This is an optimization exercise on Yosys and OpenROAD, whose aim is small area, a short achievable clock period and few clock cycles, not a production implementation.
In this exercise RTL edits were held to simulation tests only and were not proved equivalent to the original.

==> run D <==
Design chunk_unit, start of the top module:
module chunk_unit (
    input  wire        clk,
    input  wire        rst,
    input  wire        start,
    input  wire [1:0]  op,
    input  wire [2:0]  mode,
    input  wire [15:0] w,
    input  wire [15:0] h,
    input  wire [15:0] s,
    input  wire [63:0] a,
    input  wire [31:0] b,
    output reg         ready,
    output reg         done,
    output reg         fault,
    output wire [4:0]  cause,
    output wire [63:0] r0,
    output wire [31:0] r1
);
    localparam S_IDLE = 5'd0;
    localparam C_D    = 5'd1,  C_K    = 5'd2,  C_M   = 5'd3,  FIN3  = 5'd4;
    localparam B_M    = 5'd5,  B_X3   = 5'd6,  B_D   = 5'd7,  B_K   = 5'd8;
    localparam M_M    = 5'd9,  M_P1   = 5'd10, M_D   = 5'd11, M_K   = 5'd12;
    localparam M_SQ   = 5'd13, M_GCD  = 5'd14, M_SHL = 5'd15, M_CMP = 5'd16;
    localparam M_DG   = 5'd17, M_SR   = 5'd18;
    localparam D_D    = 5'd19, D_F    = 5'd20;
    localparam B_PRE  = 5'd21, M_PRE  = 5'd22, M_SI  = 5'd23;
    reg [4:0]  st;
    reg [6:0]  cnt;
    reg [2:0]  mode_r;
    reg [63:0] A;        
    reg [31:0] B;        
    reg [15:0] W, H, S;
    reg [31:0] ACC;      
    reg [18:0] ACC2;     
    reg [1:0]  cz;       
    assign r0    = A;
    assign r1    = B;
    assign cause = {3'b011, cz};
    wire bpb3   = (mode_r == 3'd2);
    wire acc_z  = (ACC == 32'd0);
    wire acc2_z = (ACC2 == 19'd0);
  ...
Settings: LEC_CHECK=0, CAP_MARGIN=20, CORE_MARGIN=2, CORE_UTILIZATION=40, SETUP_SLACK_MARGIN=5, SLEW_MARGIN=20; clock period 12.0 ns.
run.sh (not shown) runs the stock make flow with config.mk's settings and CLKGATE_MAP_FILE= SYNTH_SCRIPT=/design/flow/synth_recipe.tcl, a recipe that flattens the netlist after the stock synthesis.
==> run P (differences from run D) <==
--- a/flow/design.v
+++ b/flow/design.v
@@ -29,15 +29,14 @@
     localparam S_IDLE = 5'd0;
     localparam C_D    = 5'd1,  C_K    = 5'd2,  C_M   = 5'd3,  FIN3  = 5'd4;
     localparam B_M    = 5'd5,  B_X3   = 5'd6,  B_D   = 5'd7,  B_K   = 5'd8;
     localparam M_M    = 5'd9,  M_P1   = 5'd10, M_D   = 5'd11, M_K   = 5'd12;
     localparam M_SQ   = 5'd13, M_GCD  = 5'd14, M_SHL = 5'd15, M_CMP = 5'd16;
     localparam M_DG   = 5'd17, M_SR   = 5'd18;
     localparam D_D    = 5'd19, D_F    = 5'd20;
-    localparam B_PRE  = 5'd21, M_PRE  = 5'd22, M_SI  = 5'd23;
     reg [4:0]  st;
     reg [6:0]  cnt;
     reg [2:0]  mode_r;
     reg [63:0] A;        
     reg [31:0] B;        
     reg [15:0] W, H, S;
     reg [31:0] ACC;      
@@ -66,21 +65,16 @@
         X = {1'b0, ACC, dbit};
         Y = {18'd0, S};
         inv = 1'b1;
         cin = 1'b1;
         case (st)
         D_D, M_D: Y = {2'd0, B};
         C_M, B_M, M_M: begin
-            X = {ACC, 2'b00};
-            case (H[15:14])
-            2'b00: Y = 34'd0;
-            2'b01: Y = {18'd0, W};
-            2'b10: Y = {17'd0, W, 1'b0};
-            default: Y = {15'd0, ACC2};
-            endcase
+            X = {1'b0, ACC, 1'b0};
+            Y = H[15] ? {18'd0, W} : 34'd0;
             inv = 1'b0; cin = 1'b0;
         end
         FIN3, B_X3: begin
             X = {2'd0, ACC};
             Y = bpb3 ? {1'b0, ACC, 1'b0} : 34'd0;
             inv = 1'b0; cin = 1'b0;
         end
@@ -98,76 +92,61 @@
             Y = {18'd0, H};
         end
         M_CMP: begin
             X = {18'd0, W};
             cin = 1'b0;              
         end
         M_SR: begin
-            X = {10'd0, ACC[23:0]};
-            if (!ACC[23])
-                Y = {17'd0, S, 1'b0};    
-            else begin
-                Y = {18'd0, W};          
-                inv = 1'b0;
-            end
+            X = {2'd0, ACC};
+            Y = {18'd0, W};
+            inv = 1'b0; cin = 1'b0;
         end
         D_F: begin
             X = {2'd0, ACC};
             Y = {2'd0, B};
             cin = 1'b0;              
         end
         default: ;
         endcase
     end
     reg  [23:0] X2, Y2;
     wire [23:0] res2;
     wire        ge2;
-    reg         sub2;
-    chunk_alu #(.W(24)) u_alu2 (.x(X2), .y(Y2), .inv(sub2), .cin(sub2), .res(res2), .cout(ge2));
+    chunk_alu #(.W(24)) u_alu2 (.x(X2), .y(Y2), .inv(1'b1), .cin(1'b1), .res(res2), .cout(ge2));
     always @(*) begin
         X2 = {8'd0, ACC[15:0]};
         Y2 = {8'd0, S};
-        sub2 = 1'b1;
         case (st)
-        C_K, B_PRE, M_PRE: begin       
-            X2 = {7'd0, W, 1'b0};
-            Y2 = {8'd0, W};
-            sub2 = 1'b0;
-        end
         C_D:      X2 = {7'd0, ACC2[15:0], H[15]};
         B_D: begin
             X2 = {5'd0, ACC2};
             Y2 = {6'd0, S, 2'b00};
         end
         D_D, M_D: begin
             X2 = ACC[23:0];
             Y2 = B[31:8];
         end
         M_GCD: begin
             X2 = {8'd0, H};
             Y2 = {8'd0, W};
         end
-        M_SI:     X2 = ACC[23:0];
-        M_SR: begin
-            X2 = ACC[23:0];
-            sub2 = !ACC[23];             
-        end
+        M_SR:     X2 = ACC[23:0];
         default: ;
         endcase
     end
     wire top8z = (A[63:56] == 8'd0);
     wire skipA = (cnt[6:3] != 4'd0) &&
                  ((acc_z && top8z) || (!ge2 && ACC[31:24] == 8'd0));
     wire lastA = skipA ? (cnt == 7'd8) : (cnt == 7'd1);
     wire skipC = acc_z && acc2_z && (W[15:8] == 8'd0) && (H[15:8] == 8'd0) && (cnt[6:3] != 4'd0);
     wire lastC = skipC ? (cnt == 7'd8) : (cnt == 7'd1);
     wire skipB = acc_z && acc2_z && top8z && (cnt[6:3] != 4'd0);
     wire lastB = skipB ? (cnt == 7'd8) : (cnt == 7'd1);
-    wire skipM = acc_z && (H[15:12] == 4'd0) && (cnt[6:1] != 6'd0);
-    wire lastM = skipM ? (cnt == 7'd2) : (cnt == 7'd1);
+    wire skipM = acc_z && (H[15:8] == 8'd0) && (cnt[6:3] != 4'd0);
+    wire lastM = skipM ? (cnt == 7'd8) : (cnt == 7'd1);
     wire skipG = acc_z && (W[15:8] == 8'd0) && (cnt[6:3] != 4'd0);
     wire lastG = skipG ? (cnt == 7'd8) : (cnt == 7'd1);
     wire mode_bad = (mode_r != 3'd0) && (mode_r != 3'd2);
     task finish_ok;
         begin
             done  <= 1'b1;
             fault <= 1'b0;
@@ -201,19 +180,19 @@
                 cnt <= cnt - 7'd1;
             end
         end
     endtask
     task mul_step;
         begin
             if (skipM) begin
-                H   <= {H[11:0], H[15:12]};
-                cnt <= cnt - 7'd2;
+                H   <= {H[7:0], H[15:8]};
+                cnt <= cnt - 7'd8;
             end else begin
                 ACC <= res[31:0];
-                H   <= {H[13:0], H[15:14]};
+                H   <= {H[14:0], H[15]};
                 cnt <= cnt - 7'd1;
             end
         end
     endtask
     always @(posedge clk) begin
         if (rst) begin
             st    <= S_IDLE;
@@ -229,21 +208,21 @@
                 A      <= a;
                 B      <= b;
                 W      <= w;
                 H      <= h;
                 S      <= s;
                 ACC    <= 32'd0;
                 ACC2   <= 19'd0;
-                cnt    <= (op == 2'd3) ? 7'd64 : (op == 2'd0) ? 7'd16 : 7'd8;
+                cnt    <= (op == 2'd3) ? 7'd64 : 7'd16;
                 if (start) begin
                     ready <= 1'b0;
                     case (op)
                     2'd0:    st <= C_D;
-                    2'd1:    st <= B_PRE;
-                    2'd2:    st <= M_PRE;
+                    2'd1:    st <= B_M;
+                    2'd2:    st <= M_M;
                     default: st <= D_D;
                     endcase
                 end
             end
             C_D: begin
                 if (skipC) begin
                     W   <= {W[7:0], 8'd0};
@@ -272,44 +251,34 @@
                 if (mode_r > 3'd4)
                     finish_fault(2'd0);
                 else if (mode_bad)
                     finish_fault(2'd1);
                 else if (S == 16'd0 || W == 16'd0 || H == 16'd0 || !acc_z || !acc2_z)
                     finish_fault(2'd2);
                 else begin
-                    ACC2 <= res2[18:0];
-                    cnt  <= 7'd8;
-                    st   <= C_M;
+                    cnt <= 7'd16;
+                    st  <= C_M;
                 end
             end
             C_M: begin
                 mul_step;
                 if (lastM) st <= FIN3;
             end
             FIN3: begin
                 A <= {30'd0, res};
                 finish_ok;
             end
-            B_PRE, M_PRE: begin
-                ACC2 <= res2[18:0];
-                if (skipM) begin
-                    H   <= {H[11:0], H[15:12]};
-                    cnt <= cnt - 7'd2;
-                end
-                st <= (st == B_PRE) ? B_M : M_M;
-            end
             B_M: begin
                 mul_step;
                 if (lastM) st <= B_X3;
             end
             B_X3: begin
-                A    <= {res, 30'd0};
-                ACC  <= 32'd0;
-                ACC2 <= 19'd0;
-                cnt  <= 7'd34;
+                A   <= {res, 30'd0};
+                ACC <= 32'd0;
+                cnt <= 7'd34;
                 st  <= B_D;
             end
             B_D: begin
                 if (skipB) begin
                     A   <= {A[55:0], 8'd0};
                     cnt <= cnt - 7'd8;
                 end else begin
@@ -341,17 +310,17 @@
                 if (W == 16'd0 || H == 16'd0 || A[63:32] != 32'd0)
                     finish_fault(2'd2);
                 else if (B == 32'd0) begin
                     S   <= 16'hffff;
                     cnt <= 7'd0;
                     st  <= M_GCD;
                 end else begin
-                    A   <= {res, 30'd0};
+                    A   <= {res[31:0], 32'd0};
                     ACC <= 32'd0;
-                    cnt <= 7'd34;
+                    cnt <= 7'd32;
                     st  <= M_D;
                 end
             end
             M_D: begin
                 div_a;
                 if (lastA) st <= M_K;
             end
@@ -408,20 +377,21 @@
                 if (cnt != 7'd0) begin
                     W   <= {W[14:0], 1'b0};
                     cnt <= cnt - 7'd1;
                 end else
                     st <= M_CMP;
             end
             M_CMP: begin
-                A <= {48'd0, W};
                 if (ge) begin            
                     cnt <= 7'd16;
                     st  <= M_DG;
-                end else
+                end else begin
+                    A <= {48'd0, W};
                     finish_ok;
+                end
             end
             M_DG: begin
                 if (skipG) begin
                     W   <= {W[7:0], 8'd0};
                     cnt <= cnt - 7'd8;
                 end else begin
                     if (ge) begin
@@ -429,34 +399,25 @@
                         W   <= {W[14:0], 1'b1};
                     end else begin
                         ACC <= X[31:0];
                         W   <= {W[14:0], 1'b0};
                     end
                     cnt <= cnt - 7'd1;
                 end
-                if (lastG) st <= M_SI;
-            end
-            M_SI: begin
-                ACC <= {8'd0, res2};     
-                st  <= M_SR;
+                if (lastG) st <= M_SR;
             end
             M_SR: begin
-                A <= {48'd0, S};
-                if (!ACC[23]) begin          
-                    if (!res[23]) begin
-                        ACC <= {8'd0, res[23:0]};
-                        W   <= W + 16'd2;
-                    end else begin
-                        ACC <= {8'd0, res2};
-                        W   <= W + 16'd1;
-                    end
-                end else if (res2 == 24'd0)  
+                if (ge2) begin               
+                    ACC <= {8'd0, res2};
+                    W   <= W + 16'd1;
+                end else if (acc_z) begin
+                    A <= {48'd0, S};
                     finish_ok;
-                else begin                   
-                    ACC <= {8'd0, res[23:0]};
+                end else begin               
+                    ACC <= res[31:0];
                     S   <= S - 16'd1;
                 end
             end
             D_D: begin
                 div_a;
                 if (lastA) st <= D_F;
             end
- SETUP_SLACK_MARGIN: 5 -> unset
==> flow_summary.ini <==
[critical_path]
crit_path_max_incr_delay_ns = 0.68
critPathArrivalTime_ns = 7.28
rrSetupSlack_ns = 5.03
crit_path_max_fanout = 31

[floorplanning]
initial_core_util = 0.4066

[timing]
fin_skew_ns = 0.02004
rsz0062_at_grt = true

[run_status]
status = finished clean

[logic_synthesis]
synthSimpleGateAreaFrac = 0.2064
synth_adder_area_share = 0.04405

[layout]
clockNetworkAreaShare = 0.03600
[end of results for run D]
==> flow_summary.ini <==
[critical_path]
crit_path_max_fanout = 45
rrSetupSlack_ns = 3.89

[run_status]
status = finished clean

[logic_synthesis]
synth_adder_area_share = 0.04421

[floorplanning]
initial_core_util = 0.4068

[timing]
fin_skew_ns = 0.05760
rsz0062_at_grt = false
[end of results for run P]
Testbench counts of run D, summed over its fixed seeds: cycles 40,823.
Testbench counts of run P, summed over its fixed seeds: cycles 47,471.

---

==> willow: inputs <==
Another version of the RTL of chunk_unit (not shown whole).
Design chunk_unit, start of the top module:
module chunk_unit (
    input  wire        clk,
    input  wire        rst,
    input  wire        start,
    input  wire [1:0]  op,
    input  wire [2:0]  mode,
    input  wire [15:0] w,
    input  wire [15:0] h,
    input  wire [15:0] s,
    input  wire [63:0] a,
    input  wire [31:0] b,
    output reg         ready,
    output reg         done,
    output reg         fault,
    output wire [4:0]  cause,
    output wire [63:0] r0,
    output wire [31:0] r1
);
    localparam S_IDLE = 5'd0;
    localparam C_D    = 5'd1,  C_K    = 5'd2,  C_M   = 5'd3,  FIN3  = 5'd4;
    localparam B_PRE  = 5'd5,  B_M    = 5'd6,  B_X3  = 5'd7,  B_D   = 5'd8;
    localparam B_K    = 5'd9;
    localparam M_PRE  = 5'd10, M_M    = 5'd11, M_P1  = 5'd12, M_D   = 5'd13;
    localparam M_SQ   = 5'd14, M_CMP  = 5'd15, M_DG  = 5'd16, M_SI  = 5'd17;
    localparam M_SR   = 5'd18;
    localparam D_D    = 5'd19, D_F    = 5'd20, D_I1  = 5'd21, D_I2  = 5'd22;
    localparam M_N    = 5'd23, M_C2   = 5'd24;
    reg [4:0]  st;
    reg [6:0]  cnt;
    reg [2:0]  mode_r;
    reg [63:0] A;        
    reg [31:0] B;        
    reg [15:0] W, H, S;
    reg [31:0] ACC;      
    reg [18:0] ACC2;     
    reg [1:0]  cz;       
    reg        g_run;    
    reg        g_shl;    
    reg [3:0]  kc;       
    reg        ic;       
    reg        found;    
    reg        g_gt_t;   
    assign r0    = A;
    assign r1    = B;
    assign cause = {3'b011, cz};
  ...
clock: 12.0 ns
lec_check: 0
cap_margin: 20
core_margin: 2
core_utilization: 40
slew_margin: 20
standard.sh (not shown) runs the stock make flow with config.mk's settings and CLKGATE_MAP_FILE= SYNTH_SCRIPT=/design/flow/synth_recipe.tcl, a recipe that flattens the netlist after the stock synthesis.
==> flow/flow/run.sh <==
#!/bin/bash
set -euo pipefail
if ! bash standard.sh SETUP_SLACK_MARGIN=7.5 finish > flow_make.log 2>&1; then
    tail -40 flow_make.log
    exit 1
fi
tail -5 flow_make.log
==> inputs of onyx, as changes to willow <==
--- a/flow/design.v
+++ b/flow/design.v
@@ -46,14 +46,19 @@
     reg [1:0]  cz;       
     reg        g_run;    
     reg        g_shl;    
     reg [3:0]  kc;       
     reg        ic;       
     reg        found;    
     reg        g_gt_t;   
+    reg        godd;     
+    reg  [2:0] hm;       
+    function [2:0] dig(input [1:0] d);
+        dig = {d == 2'd3, d == 2'd2, d == 2'd1};
+    endfunction
     assign r0    = A;
     assign r1    = B;
     assign cause = {3'b011, cz};
     wire bpb3   = (mode_r == 3'd2);
     wire acc_z  = (ACC == 32'd0);
     wire acc2_z = (ACC2 == 19'd0);
     localparam NC = 27;
@@ -118,42 +123,38 @@
             end
             default: ;
             endcase
             ctl_of = c;
         end
     endfunction
     reg [NC-1:0] k;
+    wire sr2 = godd && S[0];
     wire [33:0] X, Y;
     wire        inv, cin;
     wire [33:0] res;
     wire        cout;
     chunk_alu #(.W(34)) u_alu1 (.x(X), .y(Y), .inv(inv), .cin(cin), .res(res), .cout(cout));
     wire ge = cout;
     wire dbit = k[K_XW15] ? W[15] : A[63];
-    reg  [33:0] ymul;
-    always @(*) begin
-        case (H[15:14])
-        2'b00:   ymul = 34'd0;
-        2'b01:   ymul = {18'd0, W};
-        2'b10:   ymul = {17'd0, W, 1'b0};
-        default: ymul = {15'd0, ACC2};
-        endcase
-    end
+    wire [33:0] ymul = ({34{hm[0]}} & {18'd0, W})
+                     | ({34{hm[1]}} & {17'd0, W, 1'b0})
+                     | ({34{hm[2]}} & {15'd0, ACC2});
     assign X = ({34{k[K_XDIV]}} & {1'b0, ACC, dbit})
              | ({34{k[K_XMUL]}} & {ACC, 2'b00})
              | ({34{k[K_XACC]}} & {2'd0, ACC})
              | ({34{k[K_XW]}}   & {18'd0, W})
              | ({34{k[K_XAL]}}  & A[33:0])
              | ({34{k[K_XAH]}}  & A[63:30]);
     assign Y = ({34{k[K_YS]}}   & {18'd0, S})
              | ({34{k[K_YB]}}   & {2'd0, B})
              | ({34{k[K_YMUL]}} & ymul)
              | ({34{k[K_YACC3] & bpb3}} & {1'b0, ACC, 1'b0})
              | ({34{k[K_SR] & !ACC[23]}} & {16'd0, S, 2'b00})   
-             | ({34{k[K_SR] &  ACC[23]}} & {18'd0, W})          
+             | ({34{k[K_SR] &  ACC[23] & !sr2}} & {18'd0, W})   
+             | ({34{k[K_SR] &  ACC[23] &  sr2}} & {17'd0, W, 1'b1})  
              | ({34{k[K_YIC]}}  & {29'd0, ic, 4'd0});
     assign inv = !(k[K_ADD] || (k[K_SR] && ACC[23]));
     assign cin = k[K_CIN];
     wire [23:0] X2, Y2;
     wire [23:0] res2;
     wire        ge2;
     wire        sub2 = !(k[K_2ADD] || (k[K_SR] && ACC[23]));
@@ -231,18 +232,20 @@
             end
         end
     endtask
     task mul_step;
         begin
             if (skipM) begin
                 H   <= {H[11:0], H[15:12]};
+                hm  <= dig(H[11:10]);
                 cnt <= cnt - 7'd2;
             end else begin
                 ACC <= res[31:0];
                 H   <= {H[13:0], H[15:14]};
+                hm  <= dig(H[13:12]);
                 cnt <= cnt - 7'd1;
             end
         end
     endtask
     always @(posedge clk) begin
         if (rst) begin
             go(S_IDLE);
@@ -261,14 +264,15 @@
                     kc <= kc + 4'd1;
                 end else if (!W[0] || !H[0]) begin
                     if (!W[0]) W <= {1'b0, W[15:1]};
                     if (!H[0]) H <= {1'b0, H[15:1]};
                 end else if (geq) begin
                     g_run <= 1'b0;
                     g_shl <= 1'b1;
+                    godd  <= (kc == 4'd0);
                 end else if (!gneg)
                     W <= {1'b0, gd[15:1]};
                 else begin
                     W <= H;
                     H <= W;
                 end
             end
@@ -328,28 +332,30 @@
                     finish_fault(2'd0);
                 else if (mode_bad)
                     finish_fault(2'd1);
                 else if (S == 16'd0 || W == 16'd0 || H == 16'd0 || !acc_z || !acc2_z)
                     finish_fault(2'd2);
                 else begin
                     ACC2 <= res2[18:0];
+                    hm   <= dig(H[15:14]);
                     cnt  <= 7'd8;
                     go(C_M);
                 end
             end
             C_M: begin
                 mul_step;
                 if (lastM) go(FIN3);
             end
             FIN3: begin
                 A <= {30'd0, res};
                 finish_ok;
             end
             B_PRE, M_PRE: begin
                 ACC2 <= res2[18:0];
+                hm   <= dig(skipM ? H[11:10] : H[15:14]);
                 if (skipM) begin
                     H   <= {H[11:0], H[15:12]};
                     cnt <= cnt - 7'd2;
                 end
                 go((st == B_PRE) ? B_M : M_M);
             end
             B_M: begin
@@ -486,15 +492,15 @@
                         ACC <= {8'd0, res2};
                         W   <= W + 16'd1;
                     end
                 end else begin               
                     A     <= {48'd0, S};
                     found <= (res2 == 24'd0);
                     ACC   <= {8'd0, res[23:0]};
-                    S     <= S - 16'd1;
+                    S     <= sr2 ? S - 16'd2 : S - 16'd1;
                 end
             end
             D_D: begin
                 div_a;
                 if (lastA) go(D_F);
             end
             D_F: begin
==> flow/flow/run.sh (replaced) <==
#!/bin/bash
# Standard ORFS layout (the standard.sh, unchanged synthesis and steps),
# with two knobs on top of the design's settings:
#  - repair_timing is asked for a 7 ns setup margin, so that it sizes and
#    buffers the datapath well below the 12 ns clock;
#  - the port buffers that global placement inserts on every input and
#    output are buf_1 cells instead of the tool's default pick.
# The constraints are the design's.  make's output goes to flow_make.log;
# ORFS keeps each step's log under orfs/logs.
set -euo pipefail
if ! bash standard.sh SETUP_SLACK_MARGIN=7 \
        "BUFFER_PORTS_ARGS=-buffer_cell sky130_fd_sc_hd__buf_1" \
        finish > flow_make.log 2>&1; then
    tail -40 flow_make.log
    exit 1
fi
tail -5 flow_make.log
==> inputs of fjord, as changes to willow <==
--- a/flow/design.v
+++ b/flow/design.v
@@ -46,14 +46,19 @@
     reg [1:0]  cz;       
     reg        g_run;    
     reg        g_shl;    
     reg [3:0]  kc;       
     reg        ic;       
     reg        found;    
     reg        g_gt_t;   
+    reg        godd;     
+    reg  [2:0] hm;       
+    function [2:0] dig(input [1:0] d);
+        dig = {d == 2'd3, d == 2'd2, d == 2'd1};
+    endfunction
     assign r0    = A;
     assign r1    = B;
     assign cause = {3'b011, cz};
     wire bpb3   = (mode_r == 3'd2);
     wire acc_z  = (ACC == 32'd0);
     wire acc2_z = (ACC2 == 19'd0);
     localparam NC = 27;
@@ -118,42 +123,38 @@
             end
             default: ;
             endcase
             ctl_of = c;
         end
     endfunction
     reg [NC-1:0] k;
+    wire sr2 = godd && S[0];
     wire [33:0] X, Y;
     wire        inv, cin;
     wire [33:0] res;
     wire        cout;
     chunk_alu #(.W(34)) u_alu1 (.x(X), .y(Y), .inv(inv), .cin(cin), .res(res), .cout(cout));
     wire ge = cout;
     wire dbit = k[K_XW15] ? W[15] : A[63];
-    reg  [33:0] ymul;
-    always @(*) begin
-        case (H[15:14])
-        2'b00:   ymul = 34'd0;
-        2'b01:   ymul = {18'd0, W};
-        2'b10:   ymul = {17'd0, W, 1'b0};
-        default: ymul = {15'd0, ACC2};
-        endcase
-    end
+    wire [33:0] ymul = ({34{hm[0]}} & {18'd0, W})
+                     | ({34{hm[1]}} & {17'd0, W, 1'b0})
+                     | ({34{hm[2]}} & {15'd0, ACC2});
     assign X = ({34{k[K_XDIV]}} & {1'b0, ACC, dbit})
              | ({34{k[K_XMUL]}} & {ACC, 2'b00})
              | ({34{k[K_XACC]}} & {2'd0, ACC})
              | ({34{k[K_XW]}}   & {18'd0, W})
              | ({34{k[K_XAL]}}  & A[33:0])
              | ({34{k[K_XAH]}}  & A[63:30]);
     assign Y = ({34{k[K_YS]}}   & {18'd0, S})
              | ({34{k[K_YB]}}   & {2'd0, B})
              | ({34{k[K_YMUL]}} & ymul)
              | ({34{k[K_YACC3] & bpb3}} & {1'b0, ACC, 1'b0})
              | ({34{k[K_SR] & !ACC[23]}} & {16'd0, S, 2'b00})   
-             | ({34{k[K_SR] &  ACC[23]}} & {18'd0, W})          
+             | ({34{k[K_SR] &  ACC[23] & !sr2}} & {18'd0, W})   
+             | ({34{k[K_SR] &  ACC[23] &  sr2}} & {17'd0, W, 1'b1})  
              | ({34{k[K_YIC]}}  & {29'd0, ic, 4'd0});
     assign inv = !(k[K_ADD] || (k[K_SR] && ACC[23]));
     assign cin = k[K_CIN];
     wire [23:0] X2, Y2;
     wire [23:0] res2;
     wire        ge2;
     wire        sub2 = !(k[K_2ADD] || (k[K_SR] && ACC[23]));
@@ -231,18 +232,20 @@
             end
         end
     endtask
     task mul_step;
         begin
             if (skipM) begin
                 H   <= {H[11:0], H[15:12]};
+                hm  <= dig(H[11:10]);
                 cnt <= cnt - 7'd2;
             end else begin
                 ACC <= res[31:0];
                 H   <= {H[13:0], H[15:14]};
+                hm  <= dig(H[13:12]);
                 cnt <= cnt - 7'd1;
             end
         end
     endtask
     always @(posedge clk) begin
         if (rst) begin
             go(S_IDLE);
@@ -261,14 +264,15 @@
                     kc <= kc + 4'd1;
                 end else if (!W[0] || !H[0]) begin
                     if (!W[0]) W <= {1'b0, W[15:1]};
                     if (!H[0]) H <= {1'b0, H[15:1]};
                 end else if (geq) begin
                     g_run <= 1'b0;
                     g_shl <= 1'b1;
+                    godd  <= (kc == 4'd0);
                 end else if (!gneg)
                     W <= {1'b0, gd[15:1]};
                 else begin
                     W <= H;
                     H <= W;
                 end
             end
@@ -328,28 +332,30 @@
                     finish_fault(2'd0);
                 else if (mode_bad)
                     finish_fault(2'd1);
                 else if (S == 16'd0 || W == 16'd0 || H == 16'd0 || !acc_z || !acc2_z)
                     finish_fault(2'd2);
                 else begin
                     ACC2 <= res2[18:0];
+                    hm   <= dig(H[15:14]);
                     cnt  <= 7'd8;
                     go(C_M);
                 end
             end
             C_M: begin
                 mul_step;
                 if (lastM) go(FIN3);
             end
             FIN3: begin
                 A <= {30'd0, res};
                 finish_ok;
             end
             B_PRE, M_PRE: begin
                 ACC2 <= res2[18:0];
+                hm   <= dig(skipM ? H[11:10] : H[15:14]);
                 if (skipM) begin
                     H   <= {H[11:0], H[15:12]};
                     cnt <= cnt - 7'd2;
                 end
                 go((st == B_PRE) ? B_M : M_M);
             end
             B_M: begin
@@ -486,15 +492,15 @@
                         ACC <= {8'd0, res2};
                         W   <= W + 16'd1;
                     end
                 end else begin               
                     A     <= {48'd0, S};
                     found <= (res2 == 24'd0);
                     ACC   <= {8'd0, res[23:0]};
-                    S     <= S - 16'd1;
+                    S     <= sr2 ? S - 16'd2 : S - 16'd1;
                 end
             end
             D_D: begin
                 div_a;
                 if (lastA) go(D_F);
             end
             D_F: begin
==> flow/flow/run.sh (replaced) <==
#!/bin/bash
# Standard ORFS layout (the standard.sh, unchanged synthesis and steps),
# with two knobs on top of the design's settings:
#  - repair_timing is asked for a 7.5 ns setup margin, so that it sizes and
#    buffers the datapath well below the 12 ns clock;
#  - the port buffers that global placement inserts on every input and
#    output are buf_1 cells instead of the tool's default pick.
# The constraints are the design's.  make's output goes to flow_make.log;
# ORFS keeps each step's log under orfs/logs.
set -euo pipefail
if ! bash standard.sh SETUP_SLACK_MARGIN=7.5 \
        "BUFFER_PORTS_ARGS=-buffer_cell sky130_fd_sc_hd__buf_1" \
        finish > flow_make.log 2>&1; then
    tail -40 flow_make.log
    exit 1
fi
tail -5 flow_make.log
==> run notes <==
status=timing/DRC/antenna clean; Clk Latency, worst-skew pair=0.57 ns; gr usage total=44.0%; #FFs+latches synth=245; post-synth design cell area=25400 um^2; number of post-CTS setup repair buffers=78; hold worst-path end=ready; Synth Area per Inst=7.89 um^2; post-synthesis compound-gate area fraction=34.5%; Final clock-cell share=3.06%
The numbers above come from willow.

==> run notes <==
Final clock-cell share=3.00%; #FFs+latches synth=249; status=timing/DRC/antenna clean; post-synthesis compound-gate area fraction=34.3%; gr usage total=45.8%; Synth Area per Inst=7.96 um^2; Clk Latency, worst-skew pair=0.63 ns; number of post-CTS setup repair buffers=168
The numbers above come from fjord.

==> run notes <==
number of post-CTS setup repair buffers=39; post-synthesis compound-gate area fraction=34.3%; Final clock-cell share=3.49%; status=timing/DRC/antenna clean; #FFs+latches synth=249; Clk Latency, worst-skew pair=0.58 ns; post-synth design cell area=24900 um^2; gr usage total=44.3%
The numbers above come from onyx.

Testbench counts of willow, summed over its fixed seeds: cycles 36,985.
Testbench counts of onyx, summed over its fixed seeds: cycles 36,185.
Testbench counts of fjord, summed over its fixed seeds: cycles 36,185.

-- separate check: timing with driven ports --
In the flow no input, the clock included, has a driving cell. The finished layouts below were timed again as built, in two steps.
Step 1 sets driving cells, clkbuf_16 on the clock port and buf_2 on the other inputs (assumed; they add their load-dependent delay and slew).
Step 2, shift: input delay + t, output delay - t, t = (earliest + latest rising clock arrival at the registers) / 2. This alone moves slack from input paths to output paths.
a / b / c = ideal ports / drivers / drivers and shift; a / b = the first two.
| run | t (ns) | setup WS [ns] | worst hold slack (ns) | worst setup path after step 2 |
|---|---|---|---|---|
| run D | 0.676 | 5.030 / 5.030 / 5.030 | 0.464 / 0.464 / 0.464 | register to register |
| run P | 0.655 | 3.891 / 3.891 / 3.891 | 0.490 / 0.490 / 0.490 | register to register |
| willow | 0.633 | 7.429 / 7.429 / 7.393 | 0.462 / 0.462 / 0.462 | input to register |
| onyx | 0.629 | 6.954 / 6.954 / 6.954 | 0.475 / 0.475 / 0.475 | register to register |
| fjord | 0.680 | 7.040 / 7.040 / 7.040 | 0.469 / 0.469 / 0.469 | register to register |
After both steps setup and hold are still met in every run listed. For willow, which loses most, drivers alone change the setup slack by 0.000 ns; drivers and shift together by -0.036 ns.
